This is an optimization exercise on Yosys and OpenROAD, whose aim is small area, a short achievable clock period and few clock cycles per item, not a production implementation. In this exercise RTL edits were held to simulation tests only and were not proved equivalent to the original. Power is estimated from default activity; no workload was simulated.

**design.v**
```verilog
module qb3_respond (
    input  wire [31:0] req,
    output wire [31:0] word0,
    output wire [31:0] word1
);
    wire [3:0]  op  = req[31:28];
    wire [3:0]  r   = req[27:24];
    wire [4:0]  bw  = req[23:19];
    wire        rsv = |req[18:17];
    wire [16:0] d   = req[16:0];
    function [15:0] onehot16;
        input [3:0] v;
        integer i;
        begin
            for (i = 0; i < 16; i = i + 1)
                onehot16[i] = (v == i);
        end
    endfunction
    function [15:0] below16;
        input [15:0] oh;
        integer i;
        begin
            below16[15] = 1'b0;
            for (i = 14; i >= 0; i = i - 1)
                below16[i] = below16[i + 1] | oh[i + 1];
        end
    endfunction
    wire [15:0] opd = onehot16(op);
    wire op_mse  = opd[1];
    wire op_msd  = opd[2];
    wire op_cwe  = opd[3];
    wire op_cwd  = opd[4];
    wire op_enc  = opd[5];
    wire op_dec  = opd[6];
    wire op_swe  = opd[7];
    wire op_swd  = opd[8];
    wire op_cwd2 = opd[9];
    wire op_dec2 = opd[10];
    wire op_tbe  = opd[11];
    wire op_tbd  = opd[12];
    wire op_bad  = opd[0] | opd[13] | opd[14] | opd[15];
    wire [15:0] eq = onehot16(r);
    wire [15:0] lt = below16(eq);
    wire [16:0] gt = {1'b1, ~(lt | eq)};
    wire        r0 = eq[0];
    wire        s   = d[16];
    wire [15:0] x   = d[15:0] ^ {16{s}};
    wire [16:0] mse = {x, s};                           
    wire [16:0] msd = {d[0], d[16:1] ^ {16{d[0]}}};     
    wire [15:0] bw_lt  = below16(onehot16(bw[3:0]));
    wire        bw_big = bw[4] & |bw[3:0];
    wire        w_bad  = !bw[4] & |(x & ~bw_lt);
    wire [16:0] m      = op_enc ? mse : d;
    wire        e_rng  = op_enc ? |(x & ~lt) : |(d & gt);    
    wire        e_long = |(m[15:0] & eq);                    
    wire        e_mid  = |(m[14:0] & eq[15:1]);              
    wire [16:0] e_bits = r0     ? m :
                         e_long ? {m[14:0] & lt[14:0], 2'b11} :
                         e_mid  ? {m[14:0] & lt[15:1], 2'b01} :
                                  {m[15:0], 1'b0};
    wire [1:0]  e_k    = r0 ? 2'd1 : e_long ? 2'd2 : e_mid ? 2'd1 : 2'd0;
    wire        d_long = d[0] & d[1];
    wire        d_mid  = d[0] & !d[1];
    wire [15:0] d_val  = r0     ? {15'd0, d[0]} :
                         d_long ? (({1'b0, d[16:2]} & lt) | eq) :
                         d_mid  ? (({1'b0, d[16:2]} & {1'b0, lt[15:1]}) | {1'b0, eq[15:1]}) :
                                  (d[16:1] & {1'b0, lt[15:1]});
    wire [1:0]  d_k    = r0 ? 2'd1 : d_long ? 2'd2 : d_mid ? 2'd1 : 2'd0;
    wire        use_e  = op_cwe | op_enc | op_tbe;
    wire [1:0]  k      = use_e ? e_k : d_k;
    wire [4:0]  len_rk = {1'b0, r} + {3'd0, k};
    wire [16:0] dec_ms = {d_val[0], 1'b0, d_val[15:1]} ^ {1'b0, {16{d_val[0]}}};
    wire [2:0]  l1 = len_rk[2:0];                  
    wire [3:0]  w2 = d[7:0] >> l1;
    wire        r1 = !r[1];
    reg  [2:0]  v2;
    reg  [2:0]  l2;
    always @* begin
        if (!w2[0]) begin
            v2 = r1 ? 3'd0 : {2'd0, w2[1]};
            l2 = r1 ? 3'd1 : 3'd2;
        end else if (!w2[1]) begin
            v2 = r1 ? 3'd1 : {2'b01, w2[2]};
            l2 = r1 ? 3'd2 : 3'd3;
        end else begin
            v2 = r1 ? {2'b01, w2[2]} : {1'b1, w2[3:2]};
            l2 = r1 ? 3'd3 : 3'd4;
        end
    end
    wire [16:0] v2_ms = {{15{v2[0]}}, v2[2:1] ^ {2{v2[0]}}};
    wire        u_bad  = !(eq[3] | eq[4] | eq[5] | eq[6]);
    wire [5:0]  u_max  = lt[5:0];                  
    wire        sw_rng = |(x & ~{1'b0, lt[15:1]});  
    wire        d_zero = ~|d;
    wire [5:0]  sm_f    = (mse[5:0] == u_max) ? 6'd0 : mse[5:0];
    wire        se_long = |(sm_f & eq[6:1]);        
    wire        se_mid  = |(sm_f & eq[7:2]);        
    wire [7:0]  se_bits = se_long ? {sm_f[4:0] & lt[5:1], 3'b111} :
                          se_mid  ? {sm_f[4:0] & lt[6:2], 3'b011} :
                                    {sm_f, 2'b01};
    wire [1:0]  se_k    = se_long ? 2'd2 : se_mid ? 2'd1 : 2'd0;
    wire        sd_long = d[1] & d[2];
    wire        sd_mid  = d[1] & !d[2];
    wire [5:0]  sd_v    = sd_long ? ((d[8:3] & lt[6:1]) | eq[6:1]) :
                          sd_mid  ? ((d[8:3] & lt[7:2]) | eq[7:2]) :
                                    (d[7:2] & lt[7:2]);
    wire [1:0]  sd_k    = sd_long ? 2'd2 : sd_mid ? 2'd1 : 2'd0;
    wire        sd_rsvd = (sd_v == u_max);
    wire [5:0]  sd_m    = (sd_v == 6'd0) ? u_max : sd_v;
    wire [16:0] sd_ms   = {{12{sd_m[0]}}, sd_m[5:1] ^ {5{sd_m[0]}}};
    wire [4:0]  sw_len  = {1'b0, r} + {3'd0, (op_swe ? se_k : sd_k)};   
    wire r_hi11 = |eq[15:12];                        
    wire tbe_pack = !r0 & (e_long ? (r_hi11 | eq[11]) :
                           e_mid  ? r_hi11 :
                                    (r_hi11 & !eq[12]));    
    reg  [3:0]  status;
    always @* begin
        status = 4'd0;
        if (rsv || op_bad)
            status = 4'd1;
        else if ((op_mse || op_enc) && bw_big)
            status = 4'd3;
        else if ((op_mse || op_enc) && w_bad)
            status = 4'd4;
        else if ((op_enc || op_cwe || op_tbe) && e_rng)
            status = 4'd5;
        else if (op_tbd && |(d[16:1] & gt[15:0]))
            status = 4'd5;
        else if ((op_swe || op_swd) && u_bad)
            status = 4'd6;
        else if (op_swe && sw_rng)
            status = 4'd7;
        else if (op_swd && d[0] && sd_rsvd)
            status = 4'd8;
        else if ((op_cwd2 || op_dec2) && !(eq[1] || eq[2]))
            status = 4'd2;
        else if (op_tbe && tbe_pack)
            status = 4'd9;
        else if (op_tbd && r_hi11)
            status = 4'd9;
    end
    wire ok = (status == 4'd0);
    reg  [16:0] data0, data1;
    reg  [4:0]  len;
    reg         nc;
    always @* begin
        data0 = 17'd0;
        data1 = 17'd0;
        len   = 5'd0;
        nc    = 1'b0;
        case (1'b1)
            op_mse: data0 = mse;
            op_msd: data0 = msd;
            op_cwe | op_enc: begin data0 = e_bits; len = len_rk; end
            op_cwd: begin data0 = {1'b0, d_val}; len = len_rk; end
            op_dec: begin data0 = dec_ms; len = len_rk; end
            op_swe: begin
                if (d_zero) begin len = 5'd1; nc = 1'b1; end
                else begin data0 = {9'd0, se_bits}; len = sw_len; end
            end
            op_swd: begin
                if (!d[0]) begin len = 5'd1; nc = 1'b1; end
                else begin data0 = sd_ms; len = sw_len; end
            end
            op_cwd2: begin
                data0 = {1'b0, d_val};
                data1 = {14'd0, v2};
                len   = len_rk + {2'd0, l2};
            end
            op_dec2: begin
                data0 = dec_ms;
                data1 = v2_ms;
                len   = len_rk + {2'd0, l2};
            end
            op_tbe: data0 = {1'b0, len_rk[3:0], e_bits[11:0]};
            op_tbd: data0 = {3'b0, k, d_val[11:0]};
            default: ;
        endcase
        if (!ok) begin
            data0 = 17'd0;
            data1 = 17'd0;
            len   = 5'd0;
            nc    = 1'b0;
        end
    end
    assign word0 = {5'd0, status, nc, len, data0};
    assign word1 = {15'd0, data1};
endmodule
module qb3_core (
    input  wire        clk,
    input  wire        rst,
    input  wire        req_valid,
    output reg         req_ready,
    input  wire [31:0] req_word,
    output reg         rsp_valid,
    input  wire        rsp_ready,
    output reg  [31:0] rsp_word0,
    output reg  [31:0] rsp_word1
);
    reg  [31:0] in_q;
    reg         in_v;
    reg  [31:0] sk_q;
    reg         sk_v;
    wire [31:0] cur = sk_v ? sk_q : in_q;
    wire        cur_v = sk_v | in_v;
    wire [31:0] next_word0, next_word1;
    qb3_respond u_respond (
        .req   (cur),
        .word0 (next_word0),
        .word1 (next_word1)
    );
    wire out_free = !rsp_valid || rsp_ready;
    always @(posedge clk) begin
        if (req_ready)
            in_q <= req_word;
        if (!sk_v)
            sk_q <= in_q;
        if (out_free) begin
            rsp_word0 <= next_word0;
            rsp_word1 <= next_word1;
        end
    end
    reg in_v_n, sk_v_n;
    always @* begin
        if (sk_v) begin
            sk_v_n = !out_free;
            in_v_n = in_v;
        end else begin
            sk_v_n = in_v && !out_free;
            in_v_n = 1'b0;
        end
        if (req_ready)
            in_v_n = req_valid;
    end
    always @(posedge clk) begin
        if (rst) begin
            in_v      <= 1'b0;
            sk_v      <= 1'b0;
            rsp_valid <= 1'b0;
            req_ready <= 1'b1;
        end else begin
            in_v      <= in_v_n;
            sk_v      <= sk_v_n;
            if (out_free)
                rsp_valid <= cur_v;
            req_ready <= !(sk_v_n && in_v_n);
        end
    end
endmodule
```
**run.sh**
```bash
#!/bin/bash
# synth_recipe.tcl (not shown) runs the flow's synth.tcl, then flattens the netlist and writes it again
# the make line also repeats each setting of config.mk as NAME=value (left out here)
make -C /OpenROAD-flow-scripts/flow DESIGN_CONFIG=/design/flow/config.mk WORK_HOME=/design/flow/orfs CLKGATE_MAP_FILE= SYNTH_SCRIPT=/design/flow/synth_recipe.tcl finish
```
**config.mk**
```make
export PLATFORM = sky130hd
export DESIGN_NAME = qb3_core
export DESIGN_NICKNAME = qb3_core
export VERILOG_FILES = /design/flow/design.v
export SDC_FILE = /design/flow/constraint.sdc
export NUM_CORES = 4
export LEC_CHECK = 0
export CAP_MARGIN = 20
export CORE_MARGIN = 2
export CORE_UTILIZATION = 30
export PLACE_DENSITY = 0.5
export SETUP_SLACK_MARGIN = 5
export SLEW_MARGIN = 20
```
**constraint.sdc**
```tcl
create_clock -name core_clock -period 11.0 [get_ports {clk}]
set_input_delay 2.2000 -clock core_clock [delete_from_list [all_inputs] [get_ports {clk}]]
set_output_delay 2.2000 -clock core_clock [all_outputs]
set_load 0.01 [all_outputs]
```
==> results of run 1 <==
-- worst min-delay path, delay by kind of cell, from the launching register on --
| kind | cells | cell delay [ps] |
|---|---|---|
| buf+inv | 1 | 50 |
| flops | 1 | 320 |
| mux | 1 | 80 |
-- metrics by stage --
step	total power, mW	instances	util [%]
6_report	1.362	1818	37.53
5_1_grt	1.417	1818	37.53
4_1_cts	1.328	1799	36.49
3_5_place_dp	0.9411	1737	33.43
3_3_place_gp	0.9442	1737	33.41
2_1_floorplan	0.7659	1271	-
-- where the power goes --
group	switching [mW]	total [mW]	internal, mW
sequential	0.0238	0.439	0.416
combinational	0.362	0.589	0.228
clock	0.172	0.333	0.161
-- final timing paths --
| check | start | to | slack, ps | cells past startpoint |
|---|---|---|---|---|
| min reg2reg | sk_q[17]$_DFF_P_ | sk_q[17]$_DFF_P_ | 480 | 2 |
| max | sk_v$_SDFF_PP0_ | rsp_word0[21]$_SDFFCE_PP0N_ | 5010 | 29 |
| max reg2reg | sk_v$_SDFF_PP0_ | rsp_word0[21]$_SDFFCE_PP0N_ | 5010 | 29 |
| min | sk_q[17]$_DFF_P_ | sk_q[17]$_DFF_P_ | 480 | 2 |
-- synthesized netlist by cell type (32+ instances only) --
cell and count:
o22ai_1 35, nand3_1 32, dfxtp_1 36, clkbuf_1 41, o21ai_0 75, edfxtp_1 63
xnor2_1 56, nor2_1 114, nor3_1 41, mux2i_1 38, inv_1 34, buf_4 37
a21oi_1 85, nand2_1 96
-- cell usage in the layout, fill, tap and decap left out, types with 10 or more instances in the layout --
cell type / netlist / final
dfxtp_1: 36 / 31
inv_1: 34 / 31
nor3_1: 41 / 39
nand2_1: 96 / 90
mux2i_1: 38 / 24
a221oi_1: 21 / 20
xnor2_1: 56 / 56
nand2b_1: 12 / 12
o21ai_0: 75 / 74
mux2i_4: 8 / 23
a211oi_1: 17 / 17
o221ai_1: 10 / 10
o211ai_1: 16 / 16
xor2_1: 13 / 13
buf_4: 37 / 90
clkdlybuf4s50_1: 0 / 81
o22ai_1: 35 / 30
a21oi_1: 85 / 83
inv_2: 10 / 12
edfxtp_1: 63 / 63
ha_1: 17 / 14
conb_1: 1 / 20
a2111oi_0: 10 / 10
and2_1: 17 / 13
nand4_1: 11 / 11
nand3_1: 32 / 30
mux2_2: 16 / 11
a31oi_1: 17 / 17
a22oi_1: 18 / 18
nor2_1: 114 / 109
-- kinds of logic after synthesis --
kind of cell	count (synthesis)	share of synthesized area, %
AOI/OAI and AO/OA	425	29.28
adders and majority gates	20	2.617
xor gates and xnor gates	70	5.954
DFF	99	25.06
other	1	0.03598
buffers and inverters	158	8.498
and+or+nand+nor	406	19.75
muxes	73	8.810
-- sequential cells by signal (all words and copies together), names as in the netlist --
signal	count
req_ready	1
sk_v	1
in_q	32
rsp_word0	27
in_v	1
rsp_word1	4
rsp_valid	1
sk_q	32
-- timing repair --
item	in CTS	in global routing
resized for setup	74	43
endpoints found under the setup margin	14	5
pin swaps	20	20
cloned	2	0
setup buffers	44	19
-- layout make-up --
type / instances / area share (%)
flip-flops and latches: 99 / 20.32
repair buffers: 184 / 13.35
inverters: 50 / 1.552
clock inverters: 7 / 0.6111
clock buffers: 9 / 1.746
multi-input cells: 1014 / 58.01
well taps: 455 / 4.414
-- per-layer routing --
| metal | vias to the layer above | part of all wire, % |
|---|---|---|
| met3 | 181 | 10 |
| li1 | 4989 | - |
| met5 | - | 0 |
| met2 | 787 | 42 |
| met1 | 5662 | 41 |
| met4 | 0 | 5.8 |
==> results.toml, run 1 <==
[drt]
dr.pass1.iters = 6
num_vias = 11620
routed_wl_mm = 53.06
vias_per_cell = 6.391
drt_drc_violations_left = 0
wl_per_cell_um = 29.19
postRouteAntennaNets = 0
drt-initial-drc-count = 1443

[logic_synthesis]
ys_seq_area_share_pct = 25.06
synth-seq-cells = 99
synth_edf_count = 63
synth_area_leaders = "edfxtp_1 18%, dfxtp_1 6.9%, xnor2_1 4.7%, nor2_1 4.1%, a21oi_1 4.1%"
avgSynthCellArea_um2 = 8.326
syn_area_mm2 = 0.01042
synth_flop_cell = "edfxtp_1"
yosysTopAreaCell = "edfxtp_1"
synthCells = 1252
synth.distinct_cells = 108
synth_top_area_share_pct = 18.15
yosysWarnings = 2
synthArstFlopShare_pct = 0

[finish]
multi_input_area_mm2 = 0.007482
regArea_mm2 = 0.002621
area_growth_syn_to_layout_pct = 23.74
fillCellCount = 3574
final_area_mm2 = 0.01290
drive_gt1_share_pct = 20.25
fin_nets = 1414
num_antenna_cells = 0

[timing]
worst_slack_ps = 5009
hold_viol = 0
rsz0062_at_grt = "true"
setup_violations = 0
slew_headroom_pct = 20.06
max_freq_mhz = 166.9
worst_pin_slew_ps = 1199
period_share_pct = 54.46
maxSlewViolCount = 0
fin_setup_tns_ps = 0
holdWs_ps = 479.4
finalClockSkew_ps = 21.00
post-route-min-period_ps = 5991

[critical_path]
critPathCaptureType = "flop"
critPathTopFamily = "compound AO/OA/AOI/OAI gates"
cp.required_ps = 11210
arrival_ps = 6210
criticalPathCategory = "flop to flop"
cpPeakStageDelay_ps = 410
cpMaxStageDelayCell = "dfxtp_4"
cp_max_fo = 8
critical_path_buf_inv_count = 5
startpoint_type = "flop"

[global_route]
busiest_layer = "met2"
grt_max_degree = 47
use_met1_pct = 38.06
use_met3_pct = 7.416
grt_pass1_wl_mm = 76.37
antenna_found_initial = 1
grt_use_total_pct = 29.02
grt_pass1_vias = 11040
grt_overflow = 0
gr-usage-met2_pct = 43.02

[clock_network]
cts.sinks = 99
htree_levels = 3
cts-root-buf = "clkbuf_16"
cts_buffer_depth = 2
cts_tree = "built"
path_clk_slew_ps = 80
postCtsHoldBufs = 0
insertion_delay_ps = 400
numCtsBuffers = 9

[place]
dp_hpwl_mm = 38.53
placed_cell_area_mm2 = 0.01149
place_ws_ps = 3443
place.gp.congestion = 1.020
port_buffers = 81

[outcome]
status = "complete, no violations"

[floorplan]
die_w_um = 190.4
core_area_mm2 = 0.03437
die_area_mm2 = 0.03625
die_h_um = 190.4
row_count = 68
initial_core_util_pct = 30.33
io_pins = 102

[power]
power.density_mw_per_mm2 = 105.6
ir_drop_uv = 87.04
power_leakage_nw = 4.633

[worst_hold_path]
hp-class = "flop to flop"

[run]
drv_cap = 0
Testbench counts, summed over its fixed seeds: cycles 32,016, items 32,000.
==> run 2: changes to the inputs <==
--- a/config.mk
+++ b/config.mk
@@ -5,9 +5,9 @@
 export SDC_FILE = /design/flow/constraint.sdc
 export NUM_CORES = 4
 export LEC_CHECK = 0
+export ABC_CLOCK_PERIOD_IN_PS = 2500
 export CAP_MARGIN = 20
 export CORE_MARGIN = 2
 export CORE_UTILIZATION = 30
 export PLACE_DENSITY = 0.5
-export SETUP_SLACK_MARGIN = 5
 export SLEW_MARGIN = 20
==> results.toml, run 2 <==
[outcome]
status = "complete, no violations"

[clock_network]
cts_tree = "built"
cts.sinks = 99
insertion_delay_ps = 410
htree_levels = 3
path_clk_slew_ps = 80
numCtsBuffers = 9
cts_buffer_depth = 2
postCtsHoldBufs = 0
cts-root-buf = "clkbuf_16"
post_cts_buffers = 0
cts_resized = 0

[global_route]
antenna_found_initial = 0
grt_use_total_pct = 28.14
grt_overflow = 0
grt_max_degree = 47
grt_pass1_vias = 10730
grt_pass1_wl_mm = 74.11

[critical_path]
critPathTopFamily = "simple AND/OR/NAND/NOR gates"
cp_common_cell = "ha_1"
critPathCaptureType = "flop"
critical_path_buf_inv_count = 2
cpPeakStageDelay_ps = 790
criticalPathCategory = "flop to flop"
startpoint_type = "flop"
cpMaxStageDelayCell = "nor2_1"
arrival_ps = 7790
cp_max_fo = 16
cp.required_ps = 11120

[worst_hold_path]
hp-class = "flop to flop"

[floorplan]
die_w_um = 190.4
initial_core_util_pct = 30.33
row_count = 68
core_area_mm2 = 0.03437
die_area_mm2 = 0.03625
die_h_um = 190.4
io_pins = 102

[logic_synthesis]
synth_flop_cell = "edfxtp_1"
synthArstFlopShare_pct = 0
avgSynthCellArea_um2 = 8.326
synth_edf_count = 63
yosys-top-cells-count = "114 x nor2_1, 96 x nand2_1, 85 x a21oi_1"
syn_area_mm2 = 0.01042
synthCells = 1252
synth_area_leaders = "edfxtp_1 18%, dfxtp_1 6.9%, xnor2_1 4.7%, nor2_1 4.1%, a21oi_1 4.1%"
synth.distinct_cells = 108
synth.most_common_cell = "nor2_1"
yosysWarnings = 2
synth-seq-cells = 99
synth_top_area_share_pct = 18.15
yosysTopAreaCell = "edfxtp_1"
ys_seq_area_share_pct = 25.06

[place]
place.gp.congestion = 1.020
dp_hpwl_mm = 38.53
place_ws_ps = 3443
placed_cell_area_mm2 = 0.01149
port_buffers = 81

[drt]
dr.pass1.iters = 6
postRouteAntennaNets = 0
vias_per_cell = 6.386
wl_per_cell_um = 29.12
drt_drc_violations_left = 0
num_vias = 11190
drt-initial-drc-count = 1387
routed_wl_mm = 51.05

[timing]
hold_viol = 0
post-route-min-period_ps = 7668
rsz0062_at_grt = "false"
max_freq_mhz = 130.4
period_share_pct = 69.71
setup_violations = 0
finalClockSkew_ps = 22.09
worst_pin_slew_ps = 1116
fin_setup_tns_ps = 0
worst_slack_ps = 3332
slew_headroom_pct = 25.63
maxSlewViolCount = 0

[finish]
drive_gt1_share_pct = 11.48
final_cell_mix = "114 x nor2_1, 96 x nand2_1, 85 x a21oi_1"
area_growth_syn_to_layout_pct = 13.17
fillCellCount = 3636
regArea_mm2 = 0.002618
postLayoutCoreUtil_pct = 34.32
layout_commonest_cell = "nor2_1"
multi_input_area_mm2 = 0.007017
fin_nets = 1349
reg.largest.list = "in_q: 32 flops, sk_q: 32 flops, rsp_word0: 27 flops"
final_area_mm2 = 0.01180
num_antenna_cells = 0

[power]
power_leakage_nw = 4.234
finalPower_mw = 1.286
ir_drop_uv = 87.05
power.density_mw_per_mm2 = 109.0

[run]
drv_cap = 0
[run 2: cell families after synthesis]
group | synth area share, %
compound gates | 29.28
simple gates | 19.75
fa+ha+maj | 2.617
xor+xnor | 5.954
buf+inv | 8.498
other cells | 0.03598
flops | 25.06
mux | 8.810
[run 2: final timing paths]
path | startpoint | to | slack, ps | cells after the start
max reg2reg | sk_q[26]$_DFF_P_ | rsp_word0[20]$_SDFFCE_PP0N_ | 3330 | 25
min reg2reg | sk_q[17]$_DFF_P_ | sk_q[17]$_DFF_P_ | 480 | 2
max | sk_q[26]$_DFF_P_ | rsp_word0[20]$_SDFFCE_PP0N_ | 3330 | 25
min | sk_q[17]$_DFF_P_ | sk_q[17]$_DFF_P_ | 480 | 2
[run 2: layout make-up]
cell class	count	area share, %
Sequential cell	99	22.19
Clock inverter	7	0.6682
Timing Repair Buffer	119	9.291
Tap cell	455	4.826
Clock buffer	9	1.909
Multi-Input combinational cell	1014	59.48
Inverter	50	1.633
[run 2: tightest hold or removal path: cells and delay by family (launching register included)]
kind | cells | cell delay (ps)
buffers and inverters | 1 | 50
flip-flops | 1 | 320
multiplexers | 1 | 80
[run 2: routing by layer]
layer / share of wire, % / wire [µm] / global-route usage, %
met4: 6.0 / 3084 / 16.22
met5: 0 / 0 / 0
met2: 42 / 21400 / 41.19
met3: 10 / 5227 / 7.214
met1: 42 / 21330 / 37.35
[run 2: through the flow]
| stage | hold WS (ps) | instances |
|---|---|---|
| floorplan | 429.1 | 1271 |
| global placement | 455.0 | 1737 |
| detailed placement | 462.2 | 1737 |
| CTS | 481.8 | 1753 |
| global route | 507.0 | 1753 |
| finish | 477.5 | 1753 |
[run 2: report_power, final]
group	internal, mW	switching (mW)	total, mW
logic	0.180	0.330	0.511
registers	0.415	0.0252	0.441
clock network	0.161	0.174	0.335
==> run 3: changes to the inputs <==
--- a/config.mk
+++ b/config.mk
@@ -5,7 +5,6 @@
 export SDC_FILE = /design/flow/constraint.sdc
 export NUM_CORES = 4
 export LEC_CHECK = 0
-export ABC_CLOCK_PERIOD_IN_PS = 2500
 export CAP_MARGIN = 20
 export CORE_MARGIN = 2
 export CORE_UTILIZATION = 30
==> results.toml, run 3 <==
[floorplan]
initial_core_util_pct = 30.33
die_w_um = 190.4
io_pins = 102
die_h_um = 190.4
die_area_mm2 = 0.03625
row_count = 68
core_area_mm2 = 0.03437

[clock_network]
cts-root-buf = "clkbuf_16"
postCtsHoldBufs = 0
numCtsBuffers = 9
insertion_delay_ps = 410
cts.sinks = 99
cts_tree = "built"
cts_buffer_depth = 2
htree_levels = 3
cts_resized = 0
path_clk_slew_ps = 80
post_cts_buffers = 0

[drt]
vias_per_cell = 6.386
wl_per_cell_um = 29.12
routed_wl_mm = 51.05
num_vias = 11190
drt-initial-drc-count = 1387
drt_drc_violations_left = 0
dr.pass1.iters = 6
postRouteAntennaNets = 0

[finish]
fin_nets = 1349
final_area_mm2 = 0.01180
reg.largest.list = "in_q: 32 flops, sk_q: 32 flops, rsp_word0: 27 flops"
layout_commonest_cell = "nor2_1"
area_growth_syn_to_layout_pct = 13.17
postLayoutCoreUtil_pct = 34.32
drive_gt1_share_pct = 11.48
num_antenna_cells = 0
final_cell_mix = "114 x nor2_1, 96 x nand2_1, 85 x a21oi_1"

[logic_synthesis]
synth_edf_count = 63
synth-xor-area-share_pct = 5.954
synth_mux_area_share_pct = 8.810
synth_area_leaders = "edfxtp_1 18%, dfxtp_1 6.9%, xnor2_1 4.7%, nor2_1 4.1%, a21oi_1 4.1%"
synth-simple-area-share_pct = 19.75
synth_top_area_share_pct = 18.15
synth.most_common_cell = "nor2_1"
syn_area_mm2 = 0.01042
yosysTopAreaCell = "edfxtp_1"
synth_top_family_by_area = "compound AO/OA/AOI/OAI gates"
synth-seq-cells = 99
synthArstFlopShare_pct = 0
synthAdderAreaFrac_pct = 2.617
avgSynthCellArea_um2 = 8.326
ys_seq_area_share_pct = 25.06
synth-compound-area-share_pct = 29.28
synth.distinct_cells = 108
synth_flop_cell = "edfxtp_1"
yosysWarnings = 2
synthCells = 1252
yosys-top-cells-count = "114 x nor2_1, 96 x nand2_1, 85 x a21oi_1"

[critical_path]
cp.required_ps = 11120
arrival_ps = 7790
critPathCaptureType = "flop"
startpoint_type = "flop"
cp_max_fo = 16
criticalPathCategory = "flop to flop"

[timing]
slew_headroom_pct = 25.63
finalClockSkew_ps = 22.09
max_freq_mhz = 130.4
period_share_pct = 69.71
setup_violations = 0
holdWs_ps = 477.5
fin_setup_tns_ps = 0
hold_viol = 0
post-route-min-period_ps = 7668
maxSlewViolCount = 0
rsz0062_at_grt = "false"
worst_pin_slew_ps = 1116

[global_route]
grt_max_degree = 47
grt_overflow = 0
grt_pass1_wl_mm = 74.11
grt_use_total_pct = 28.14
grt_pass1_vias = 10730
antenna_found_initial = 0

[power]
power.density_mw_per_mm2 = 109.0
ir_drop_uv = 87.05
power_leakage_nw = 4.234
finalPower_mw = 1.286

[place]
dp_hpwl_mm = 38.53
port_buffers = 81
place.gp.congestion = 1.020
placed_cell_area_mm2 = 0.01149

[outcome]
status = "complete, no violations"

[worst_hold_path]
hp-class = "flop to flop"

[run]
drv_cap = 0
-- run 3: metrics by stage --
stage,cells,setup WS (ps)
6_report,1753,3332
5_1_grt,1753,2898
4_1_cts,1753,3415
3_5_place_dp,1737,3443
3_3_place_gp,1737,3611
2_1_floorplan,1271,5038
-- run 3: cell type report --
| cell class | count | area [µm²] |
|---|---|---|
| fill | 3636 | 22580 |
| multi-input combinational | 1014 | 7017 |
| sequential | 99 | 2618 |
| timing repair buffer | 119 | 1096 |
| tap | 455 | 569.3 |
| clock buffer | 9 | 225.2 |
| inverter | 50 | 192.7 |
| clock inverter | 7 | 78.83 |
-- run 3: cell families after synthesis --
| group | count (synthesis) |
|---|---|
| buffers and inverters | 158 |
| AND/OR/NAND/NOR | 406 |
| flip-flops | 99 |
| multiplexers | 73 |
| XOR/XNOR | 70 |
| other | 1 |
| adder cells (fa/ha/maj) | 20 |
| AO/OA/AOI/OAI | 425 |
-- run 3: final timing paths --
check	from	endpoint	slack, ps	cells past startpoint
min	sk_q[17]$_DFF_P_	sk_q[17]$_DFF_P_	480	2
max	sk_q[26]$_DFF_P_	rsp_word0[20]$_SDFFCE_PP0N_	3330	25
max reg2reg	sk_q[26]$_DFF_P_	rsp_word0[20]$_SDFFCE_PP0N_	3330	25
min reg2reg	sk_q[17]$_DFF_P_	sk_q[17]$_DFF_P_	480	2
-- run 3: critical path: stages (launching register included) --
cell	delay (ps)
dfxtp_1	750
nor3b_1	200
nor2_1	790
inv_1	590
a32o_1	380
nor4_1	310
and3_1	570
nand3_1	120
nand3_1	120
ha_1	160
inv_1	50
fa_1	440
xor2_2	490
mux2i_1	250
o22ai_1	140
o21a_1	240
ha_1	220
and2_1	180
nor2_1	200
ha_1	280
a21o_1	160
a21oi_1	180
nor3_1	60
a21o_1	190
a221oi_1	240
nor3_1	80
-- run 3: where the power goes --
part | internal [mW] | leakage, nW | switching, mW
Sequential | 0.415 | 1.01 | 0.0252
Clock | 0.161 | 0.148 | 0.174
Combinational | 0.180 | 3.08 | 0.330
-- run 3: per-layer routing --
layer  up-vias  track usage, %  part of all wire (%)
li1       4841               -                     -
met1      5501           37.35                    42
met2       690           41.19                    42
met3       162           7.214                    10
met4         0           16.22                   6.0
met5         -               0                     0
==> run 4: changes to the inputs <==
==> flow/run.sh (new file) <==
#!/bin/bash
# Layout flow: the standard flow, unchanged synthesis, then the
# standard ORFS steps with port buffers of a plain buffer cell and a
# setup target tighter than the clock, so repair_timing works on the
# critical paths. Each step's output goes to its own log here.
set -euo pipefail
MARGIN=${MARGIN:-7.5}
bash standard.sh synth > synth.log 2>&1
bash standard.sh \
    "BUFFER_PORTS_ARGS=-buffer_cell sky130_fd_sc_hd__buf_2" \
    "SETUP_SLACK_MARGIN=$MARGIN" \
    "MATCH_CELL_FOOTPRINT=0" \
    finish > layout.log 2>&1
==> standard.sh (new file) <==
#!/bin/bash
# synth_recipe.tcl (not shown) runs the flow's synth.tcl, then flattens the netlist and writes it again
# the make line also repeats each setting of config.mk as NAME=value (left out here)
make -C /OpenROAD-flow-scripts/flow DESIGN_CONFIG=/design/flow/config.mk WORK_HOME=/design/flow/orfs CLKGATE_MAP_FILE= SYNTH_SCRIPT=/design/flow/synth_recipe.tcl "${@:-finish}"
removed: run.sh
==> results.toml, run 4 <==
[outcome]
status = "complete, no violations"

[logic_synthesis]
synth_top_family_by_area = "compound AO/OA/AOI/OAI gates"
yosysTopAreaCell = "edfxtp_1"
yosysWarnings = 2
avgSynthCellArea_um2 = 8.326
synth_top_area_share_pct = 18.15
synth-simple-area-share_pct = 19.75
synth_edf_count = 63
synth_mux_area_share_pct = 8.810
synth-compound-area-share_pct = 29.28
syn_area_mm2 = 0.01042
synth-xor-area-share_pct = 5.954
synthArstFlopShare_pct = 0
yosys-top-cells-count = "114 x nor2_1, 96 x nand2_1, 85 x a21oi_1"
synthCells = 1252
ys_seq_area_share_pct = 25.06
synth-seq-cells = 99
synthAdderAreaFrac_pct = 2.617
synth.most_common_cell = "nor2_1"
synth_flop_cell = "edfxtp_1"
synth_area_leaders = "edfxtp_1 18%, dfxtp_1 6.9%, xnor2_1 4.7%, nor2_1 4.1%, a21oi_1 4.1%"
synth.distinct_cells = 108

[place]
place.gp.congestion = 1.046
dpl.cell_count = 1735
port_buffers = 81
placed_cell_area_mm2 = 0.01121
place_ws_ps = 3715
dp_hpwl_mm = 38.01

[floorplan]
initial_core_util_pct = 30.33
row_count = 68
die_area_mm2 = 0.03625
die_h_um = 190.4
core_area_mm2 = 0.03437
die_w_um = 190.4
io_pins = 102

[global_route]
grt_pass1_vias = 10890
grt_max_degree = 40
antenna_found_initial = 0
grt_use_total_pct = 29.35
grt_pass1_wl_mm = 77.46
grt_overflow = 0

[worst_hold_path]
worstHoldStart = "sk_q[17]$_DFF_P_"
hp-class = "flop to flop"

[finish]
fillCellCount = 3497
fin_nets = 1434
final_cells = 1838
area_growth_syn_to_layout_pct = 26.48
final_area_mm2 = 0.01318
num_antenna_cells = 0
final_cell_mix = "104 x buf_4, 103 x nor2_1, 91 x nand2_1"
multi_input_area_mm2 = 0.007911
layout_commonest_cell = "buf_4"
regArea_mm2 = 0.002623
drive_gt1_share_pct = 30.80
reg.largest.list = "in_q: 32 flops, sk_q: 32 flops, rsp_word0: 27 flops"

[drt]
drt-initial-drc-count = 1610
routed_wl_mm = 54.39
num_vias = 11840
postRouteAntennaNets = 0
drt_drc_violations_left = 0
vias_per_cell = 6.441
dr.pass1.iters = 6
wl_per_cell_um = 29.59

[timing]
fin_setup_tns_ps = 0
holdWs_ps = 469.6
post-route-min-period_ps = 5917
hold_viol = 0
finalClockSkew_ps = 16.97
period_share_pct = 53.79
setup_violations = 0
worst_pin_slew_ps = 1221
slew_headroom_pct = 18.59
maxSlewViolCount = 0
max_freq_mhz = 169.0
rsz0062_at_grt = "true"
worst_slack_ps = 5083

[critical_path]
criticalPathCategory = "flop to flop"
critPathCaptureType = "flop"
cp.required_ps = 11110
critPathTopFamily = "adder cells"
startpoint = "sk_v$_SDFF_PP0_"
startpoint_type = "flop"
cpMaxStageDelayCell = "dfxtp_4"
r2r_start = "sk_v$_SDFF_PP0_"
cp_max_fo = 10
cpPeakStageDelay_ps = 500
critical_path_buf_inv_count = 5
arrival_ps = 6030

[clock_network]
htree_levels = 3
cts_buffer_depth = 2
postCtsHoldBufs = 0
numCtsBuffers = 9
path_clk_slew_ps = 80
cts-root-buf = "clkbuf_16"
cts_tree = "built"
insertion_delay_ps = 400
cts.sinks = 99

[power]
power.density_mw_per_mm2 = 107.1
power_leakage_nw = 4.910
ir_drop_uv = 84.10

[run]
drv_cap = 0
==> run 4: cell counts after synthesis <==
No cell type changed its count.
==> run 4: cell families (layout without fill, tap and decap cells) <==
| family | after synthesis | in the layout |
|---|---|---|
| flip-flops | 99 | 99 |
| adder cells (fa/ha/maj) | 20 | 20 |
| XOR/XNOR | 70 | 70 |
| multiplexers | 73 | 73 |
| buffers and inverters | 158 | 270 |
| AND/OR/NAND/NOR | 406 | 406 |
| other | 1 | 20 |
| AO/OA/AOI/OAI | 425 | 425 |
==> run 4: final timing paths <==
path,to,slack (ps),cells past startpoint
worst max-delay path,rsp_word0[19]$_SDFFCE_PP0N_,5080,25
worst min-delay path,sk_q[17]$_DFF_P_,470,2
worst max register to register,rsp_word0[19]$_SDFFCE_PP0N_,5080,25
worst min register to register,sk_q[17]$_DFF_P_,470,2
==> run 4: metrics by stage <==
step / power [mW] / util (%)
floorplan: 0.7818 / -
global placement: 0.9442 / 32.60
detailed placement: 0.9443 / 32.61
CTS: 1.349 / 36.05
global route: 1.464 / 38.36
finish: 1.412 / 38.36
==> run 4: area by class of cell <==
class	count	area share, %
clock inverters	6	0.4081
clock buffers	10	1.898
flip-flops and latches	99	19.89
well taps	455	4.318
multi-input cells	1014	60.01
repair buffers	204	11.77
inverters	50	1.708
==> run 4: worst register-to-register path, cell delays in order, from the launching register on <==
cell      delay (ps)
dfxtp_4          500
buf_8            180
buf_4            140
mux2i_4          350
inv_2            250
nor2_2           230
o32ai_4          120
nor4_4           340
and3_4           260
nand3_2           70
nand3_2          100
ha_4             140
inv_2             40
fa_2             400
xor2_4           280
mux4_2           370
nand2_1           80
o21a_1           180
ha_4             210
a21o_1           150
ha_2             180
fa_2             370
buf_4            150
xor2_1           140
a221oi_1         330
nor3_1            80
==> run 4: timing repair <==
item                       CTS  global route
buffers inserted            48            36
gates resized for setup     82            86
setup endpoints to repair   33            31
pin swaps                   22            26
gates cloned                 2             1
==> run 4: per-layer routing <==
| metal | vias to the layer above | part of all wire, % | track usage, % | wire (µm) |
|---|---|---|---|---|
| met5 | - | 0 | 0 | 0 |
| met1 | 5754 | 40 | 39.36 | 21880 |
| met3 | 199 | 11 | 6.441 | 5940 |
| met4 | 0 | 6.5 | 15.30 | 3559 |
| met2 | 868 | 42 | 43.99 | 23010 |
| li1 | 5017 | - | - | - |
==> run 4: power by group <==
| part | internal, mW | total, mW | switching (mW) |
|---|---|---|---|
| sequential | 0.415 | 0.440 | 0.0243 |
| clock | 0.172 | 0.340 | 0.168 |
| combinational | 0.241 | 0.633 | 0.392 |
| total | 0.828 | 1.41 | 0.584 |
==> run 5: changes to the inputs <==
--- a/design.v
+++ b/design.v
@@ -23,6 +23,30 @@
             below16[15] = 1'b0;
             for (i = 14; i >= 0; i = i - 1)
                 below16[i] = below16[i + 1] | oh[i + 1];
+        end
+    endfunction
+    function [4:0] r_plus;
+        input [3:0] v;
+        input       two;
+        begin
+            case ({two, v})
+                5'h00: r_plus = 5'd1;   5'h01: r_plus = 5'd2;
+                5'h02: r_plus = 5'd3;   5'h03: r_plus = 5'd4;
+                5'h04: r_plus = 5'd5;   5'h05: r_plus = 5'd6;
+                5'h06: r_plus = 5'd7;   5'h07: r_plus = 5'd8;
+                5'h08: r_plus = 5'd9;   5'h09: r_plus = 5'd10;
+                5'h0a: r_plus = 5'd11;  5'h0b: r_plus = 5'd12;
+                5'h0c: r_plus = 5'd13;  5'h0d: r_plus = 5'd14;
+                5'h0e: r_plus = 5'd15;  5'h0f: r_plus = 5'd16;
+                5'h10: r_plus = 5'd2;   5'h11: r_plus = 5'd3;
+                5'h12: r_plus = 5'd4;   5'h13: r_plus = 5'd5;
+                5'h14: r_plus = 5'd6;   5'h15: r_plus = 5'd7;
+                5'h16: r_plus = 5'd8;   5'h17: r_plus = 5'd9;
+                5'h18: r_plus = 5'd10;  5'h19: r_plus = 5'd11;
+                5'h1a: r_plus = 5'd12;  5'h1b: r_plus = 5'd13;
+                5'h1c: r_plus = 5'd14;  5'h1d: r_plus = 5'd15;
+                5'h1e: r_plus = 5'd16;  default: r_plus = 5'd17;
+            endcase
         end
     endfunction
     wire [15:0] opd = onehot16(op);
@@ -52,8 +76,11 @@
     wire        w_bad  = !bw[4] & |(x & ~bw_lt);
     wire [16:0] m      = op_enc ? mse : d;
     wire        e_rng  = op_enc ? |(x & ~lt) : |(d & gt);    
-    wire        e_long = |(m[15:0] & eq);                    
-    wire        e_mid  = |(m[14:0] & eq[15:1]);              
+    wire        d_at_r   = |(d[15:0] & eq);
+    wire        d_at_rm1 = |(d[14:0] & eq[15:1]);
+    wire        d_at_rm2 = |(d[13:0] & eq[15:2]);
+    wire        e_long = op_enc ? (r0 ? s : d_at_rm1 ^ s) : d_at_r;
+    wire        e_mid  = op_enc ? (eq[1] ? s : d_at_rm2 ^ s) : d_at_rm1;
     wire [16:0] e_bits = r0     ? m :
                          e_long ? {m[14:0] & lt[14:0], 2'b11} :
                          e_mid  ? {m[14:0] & lt[15:1], 2'b01} :
@@ -68,26 +95,42 @@
     wire [1:0]  d_k    = r0 ? 2'd1 : d_long ? 2'd2 : d_mid ? 2'd1 : 2'd0;
     wire        use_e  = op_cwe | op_enc | op_tbe;
     wire [1:0]  k      = use_e ? e_k : d_k;
-    wire [4:0]  len_rk = {1'b0, r} + {3'd0, k};
+    wire [4:0]  r_p0   = {1'b0, r};
+    wire [4:0]  r_p1   = r_plus(r, 1'b0);
+    wire [4:0]  r_p2   = r_plus(r, 1'b1);
+    wire [4:0]  len_rk = k[1] ? r_p2 : k[0] ? r_p1 : r_p0;
     wire [16:0] dec_ms = {d_val[0], 1'b0, d_val[15:1]} ^ {1'b0, {16{d_val[0]}}};
-    wire [2:0]  l1 = len_rk[2:0];                  
-    wire [3:0]  w2 = d[7:0] >> l1;
-    wire        r1 = !r[1];
+    wire        r1  = !r[1];
+    wire [3:0]  l1h = r1 ? {1'b0, d_long, d_mid, ~d[0]}           
+                         : {d_long, d_mid, ~d[0], 1'b0};
+    wire [3:0]  w2  = ({4{l1h[0]}} & d[4:1]) | ({4{l1h[1]}} & d[5:2]) |
+                      ({4{l1h[2]}} & d[6:3]) | ({4{l1h[3]}} & d[7:4]);
     reg  [2:0]  v2;
-    reg  [2:0]  l2;
+    reg  [1:0]  k2;
     always @* begin
         if (!w2[0]) begin
             v2 = r1 ? 3'd0 : {2'd0, w2[1]};
-            l2 = r1 ? 3'd1 : 3'd2;
+            k2 = 2'd0;
         end else if (!w2[1]) begin
             v2 = r1 ? 3'd1 : {2'b01, w2[2]};
-            l2 = r1 ? 3'd2 : 3'd3;
+            k2 = 2'd1;
         end else begin
             v2 = r1 ? {2'b01, w2[2]} : {1'b1, w2[3:2]};
-            l2 = r1 ? 3'd3 : 3'd4;
+            k2 = 2'd2;
         end
     end
     wire [16:0] v2_ms = {{15{v2[0]}}, v2[2:1] ^ {2{v2[0]}}};
+    reg  [4:0]  len2x;
+    always @* begin
+        case ({d_k, k2})
+            4'b0000: len2x = 5'd0;
+            4'b0001, 4'b0100: len2x = 5'd1;
+            4'b0010, 4'b1000, 4'b0101: len2x = 5'd2;
+            4'b0110, 4'b1001: len2x = 5'd3;
+            default: len2x = 5'd4;
+        endcase
+    end
+    wire [4:0]  len_dd = r1 ? {2'b00, len2x[2:0]} + 5'd2 : {2'b00, len2x[2:0]} + 5'd4;
     wire        u_bad  = !(eq[3] | eq[4] | eq[5] | eq[6]);
     wire [5:0]  u_max  = lt[5:0];                  
     wire        sw_rng = |(x & ~{1'b0, lt[15:1]});  
@@ -108,7 +151,8 @@
     wire        sd_rsvd = (sd_v == u_max);
     wire [5:0]  sd_m    = (sd_v == 6'd0) ? u_max : sd_v;
     wire [16:0] sd_ms   = {{12{sd_m[0]}}, sd_m[5:1] ^ {5{sd_m[0]}}};
-    wire [4:0]  sw_len  = {1'b0, r} + {3'd0, (op_swe ? se_k : sd_k)};   
+    wire [1:0]  sw_k    = op_swe ? se_k : sd_k;
+    wire [4:0]  sw_len  = sw_k[1] ? r_p2 : sw_k[0] ? r_p1 : r_p0;    
     wire r_hi11 = |eq[15:12];                        
     wire tbe_pack = !r0 & (e_long ? (r_hi11 | eq[11]) :
                            e_mid  ? r_hi11 :
@@ -165,12 +209,12 @@
             op_cwd2: begin
                 data0 = {1'b0, d_val};
                 data1 = {14'd0, v2};
-                len   = len_rk + {2'd0, l2};
+                len   = len_dd;
             end
             op_dec2: begin
                 data0 = dec_ms;
                 data1 = v2_ms;
-                len   = len_rk + {2'd0, l2};
+                len   = len_dd;
             end
             op_tbe: data0 = {1'b0, len_rk[3:0], e_bits[11:0]};
             op_tbd: data0 = {3'b0, k, d_val[11:0]};
@@ -197,41 +241,33 @@
     output reg  [31:0] rsp_word0,
     output reg  [31:0] rsp_word1
 );
-    reg  [31:0] in_q;
+    wire [29:0] req_c = {req_word[31:28] & {4{~|req_word[18:17]}},
+                         req_word[27:19], req_word[16:0]};
+    reg  [29:0] in_q;        
     reg         in_v;
-    reg  [31:0] sk_q;
+    reg  [29:0] sk_q;        
     reg         sk_v;
-    wire [31:0] cur = sk_v ? sk_q : in_q;
-    wire        cur_v = sk_v | in_v;
     wire [31:0] next_word0, next_word1;
     qb3_respond u_respond (
-        .req   (cur),
+        .req   ({in_q[29:17], 2'b00, in_q[16:0]}),
         .word0 (next_word0),
         .word1 (next_word1)
     );
-    wire out_free = !rsp_valid || rsp_ready;
+    wire out_free = !rsp_valid || rsp_ready;      
+    wire in_free  = !in_v || out_free;            
+    wire take     = req_valid && req_ready;
     always @(posedge clk) begin
-        if (req_ready)
-            in_q <= req_word;
+        if (in_free)
+            in_q <= sk_v ? sk_q : req_c;
         if (!sk_v)
-            sk_q <= in_q;
+            sk_q <= req_c;
         if (out_free) begin
             rsp_word0 <= next_word0;
             rsp_word1 <= next_word1;
         end
     end
-    reg in_v_n, sk_v_n;
-    always @* begin
-        if (sk_v) begin
-            sk_v_n = !out_free;
-            in_v_n = in_v;
-        end else begin
-            sk_v_n = in_v && !out_free;
-            in_v_n = 1'b0;
-        end
-        if (req_ready)
-            in_v_n = req_valid;
-    end
+    wire in_v_n = in_free ? (sk_v || take) : in_v;
+    wire sk_v_n = sk_v ? !in_free : (take && !in_free);
     always @(posedge clk) begin
         if (rst) begin
             in_v      <= 1'b0;
@@ -242,8 +278,8 @@
             in_v      <= in_v_n;
             sk_v      <= sk_v_n;
             if (out_free)
-                rsp_valid <= cur_v;
-            req_ready <= !(sk_v_n && in_v_n);
+                rsp_valid <= in_v;
+            req_ready <= !sk_v_n;
         end
     end
 endmodule
--- a/flow/run.sh
+++ b/flow/run.sh
@@ -4,7 +4,7 @@
 # setup target tighter than the clock, so repair_timing works on the
 # critical paths. Each step's output goes to its own log here.
 set -euo pipefail
-MARGIN=${MARGIN:-7.5}
+MARGIN=${MARGIN:-8.0}
 bash standard.sh synth > synth.log 2>&1
 bash standard.sh \
     "BUFFER_PORTS_ARGS=-buffer_cell sky130_fd_sc_hd__buf_2" \
==> results.toml, run 5 <==
[outcome]
status = "complete, no violations"

[drt]
drt_drc_violations_left = 0
wl_per_cell_um = 27.68
num_vias = 12410
drt-initial-drc-count = 1846
dr.pass1.iters = 6
routed_wl_mm = 53.62
vias_per_cell = 6.408
postRouteAntennaNets = 0

[worst_hold_path]
hp-class = "flop to flop"
worstHoldStart = "sk_q[28]$_DFF_P_"

[global_route]
use_met1_pct = 39.87
grt_pass1_vias = 11430
gr-usage-met2_pct = 41.61
grt_max_degree = 42
busiest_layer = "met2"
use_met3_pct = 6.554
grt_overflow = 0
grt_use_total_pct = 28.80
grt_pass1_wl_mm = 78.27
antenna_found_initial = 0

[logic_synthesis]
avgSynthCellArea_um2 = 7.720
ys_seq_area_share_pct = 25.84
synth.distinct_cells = 101
synth_edf_count = 61
synthArstFlopShare_pct = 0
synthCells = 1360
yosysTopAreaCell = "edfxtp_1"
synth_area_leaders = "edfxtp_1 17%, dfxtp_1 8.4%, a21oi_1 5.9%, o21ai_0 4.7%, nand2_1 4.1%"
synth_flop_cell = "edfxtp_1"
yosysWarnings = 2
synth-seq-cells = 105
synth.most_common_cell = "a21oi_1"
yosys-top-cells-count = "124 x a21oi_1, 116 x nand2_1, 110 x nor2_1"
synth_top_area_share_pct = 17.45
syn_area_mm2 = 0.01050

[finish]
layout_commonest_cell = "buf_4"
reg.largest.list = "in_q: 30 flops, sk_q: 30 flops, rsp_word0: 27 flops"
fillCellCount = 3596
num_antenna_cells = 0
area_growth_syn_to_layout_pct = 32.39
postLayoutCoreUtil_pct = 40.24
fin_nets = 1526
final_cells = 1937
drive_gt1_share_pct = 31.71
final_cell_mix = "127 x buf_4, 113 x a21oi_1, 111 x nand2_1"

[run]
drv_cap = 0

[power]
power.density_mw_per_mm2 = 102.1
ir_drop_uv = 107.1
power_leakage_nw = 5.212

[timing]
setup_violations = 0
fin_setup_tns_ps = 0
rsz0062_at_grt = "true"
worst_pin_slew_ps = 948.9
hold_viol = 0
finalClockSkew_ps = 8.597
maxSlewViolCount = 0
post-route-min-period_ps = 3774
period_share_pct = 34.31
slew_headroom_pct = 36.25
max_freq_mhz = 265.0

[floorplan]
core_area_mm2 = 0.03454
row_count = 68
die_area_mm2 = 0.03651
die_h_um = 191.1
initial_core_util_pct = 30.39
die_w_um = 191.1
io_pins = 102

[critical_path]
startpoint_type = "flop"
arrival_ps = 3990
critPathCaptureType = "flop"
r2r_start = "in_q[24]$_DFFE_PN_"
startpoint = "in_q[24]$_DFFE_PN_"
cp.required_ps = 11210
cp_max_fo = 6
criticalPathCategory = "flop to flop"

[clock_network]
numCtsBuffers = 9
cts-root-buf = "clkbuf_16"
cts_tree = "built"
insertion_delay_ps = 380
htree_levels = 3
cts_buffer_depth = 2
cts.sinks = 105
postCtsHoldBufs = 0
path_clk_slew_ps = 80

[place]
dpl.cell_count = 1782
place.gp.congestion = 0.9652
port_buffers = 81
dp_hpwl_mm = 33.28
## run 5: cell count changes after synthesis, moves of 14 or more
cell      before  now
a21oi_1       85  124
clkbuf_1      41   80
o21ai_0       75   99
mux2i_1       38   18
nand2_1       96  116
buf_1          2   19
o22ai_1       35   18
xnor2_1       56   39
buf_2         13   28
mux2_2        16   30
## run 5: per-layer routing
| metal | share of wire [%] | wire, µm |
|---|---|---|
| met1 | 42 | 22270 |
| met2 | 41 | 22210 |
| met3 | 11 | 5984 |
| met4 | 5.9 | 3156 |
| met5 | 0 | 0 |
## run 5: worst max-delay path: stages (launching register included)
cell       delay, ps
edfxtp_1         350
buf_6            160
buf_12           140
a21o_4           130
inv_1             80
ha_2             190
or4_4            550
a2111oi_4        350
nand3_1          170
o21ba_4          270
nor2_4            80
and3_4           190
nand4_1          180
buf_4            230
clkbuf_16        170
buf_8            140
a311oi_2         220
## run 5: area by class of cell
cell class / count / area [µm²] / area share (%)
Multi-Input combinational cell: 1065 / 7851 / 56.49
Sequential cell: 105 / 2715 / 19.53
Timing Repair Buffer: 255 / 2271 / 16.34
Tap cell: 455 / 569.3 / 4.096
Clock buffer: 10 / 229.0 / 1.647
Inverter: 39 / 190.2 / 1.368
Clock inverter: 6 / 61.31 / 0.4411
Timing Repair inverter: 2 / 12.51 / 0.09002
## run 5: kinds of logic after synthesis
| family | synth area share, % |
|---|---|
| AO/OA/AOI/OAI | 33.29 |
| AND/OR/NAND/NOR | 18.66 |
| buffers and inverters | 9.451 |
| flip-flops | 25.84 |
| XOR/XNOR | 5.089 |
| multiplexers | 5.708 |
| adder cells (fa/ha/maj) | 1.931 |
| other | 0.03572 |
## run 5: path summary, 6_finish.rpt
kind / depth (start not counted) / end / slack (ps)
worst max register to register: 16 / rsp_word0[4]$_SDFFCE_PP0P_ / 7230
worst min-delay path: 2 / sk_q[28]$_DFF_P_ / 470
worst max-delay path: 16 / rsp_word0[4]$_SDFFCE_PP0P_ / 7230
worst min register to register: 2 / sk_q[28]$_DFF_P_ / 470
## run 5: timing repair
| item | CTS | global route |
|---|---|---|
| setup buffers | 95 | 27 |
| gates resized for setup | 191 | 60 |
| gates cloned | 17 | 0 |
| setup endpoints to repair | 115 | 82 |
| pin swaps | 42 | 23 |
## run 5: power breakdown
group	total, mW	switching [mW]	internal [mW]
combinational	0.631	0.386	0.245
sequential	0.458	0.0149	0.443
clock	0.330	0.171	0.159
total	1.42	0.571	0.847
## run 5: per-stage QoR
step	hold slack (ps)	instance area, µm²	total power [mW]	setup slack [ps]
6_report	474.6	13900	1.419	7226
5_1_grt	498.4	13900	1.466	7169
4_1_cts	481.1	13370	1.368	7289
3_5_place_dp	461.0	11150	0.9173	5876
3_3_place_gp	448.1	11150	0.9207	5860
2_1_floorplan	430.7	10840	0.7909	7509
Testbench counts of run 5, summed over its fixed seeds: cycles 32,016, items 32,000.

==> re-timing with driven ports <==
No port has a modelled driver above. Below, the same layouts with a new extraction and two added sets of constraints. Step 1: set_driving_cell puts a clkbuf_16 on clk and a buf_2 on each other input, an assumption about the parent block. Step 2 also shifts input and output timing later by t, the mid clock arrival at the registers, as if the neighbouring blocks saw the same clock. Slacks: ideal / step 1 / step 2; pairs: ideal / step 1.
| run | t (ns) | setup WS [ns] | clock arrival spread, ns | worst data-port slew with drivers (ns) |
|---|---|---|---|---|
| run 1 | 0.443 | 5.009 / 5.009 / 5.009 | 0.021 / 0.021 | 0.04 |
| run 2 | 0.450 | 3.332 / 3.332 / 3.332 | 0.022 / 0.022 | 0.04 |
| run 3 | 0.450 | 3.332 / 3.332 / 3.332 | 0.022 / 0.022 | 0.04 |
| run 4 | 0.444 | 5.083 / 5.083 / 5.083 | 0.017 / 0.017 | 0.03 |
| run 5 | 0.422 | 7.226 / 7.226 / 7.226 | 0.009 / 0.010 | 0.04 |
After both steps setup and hold are still met in every run listed.
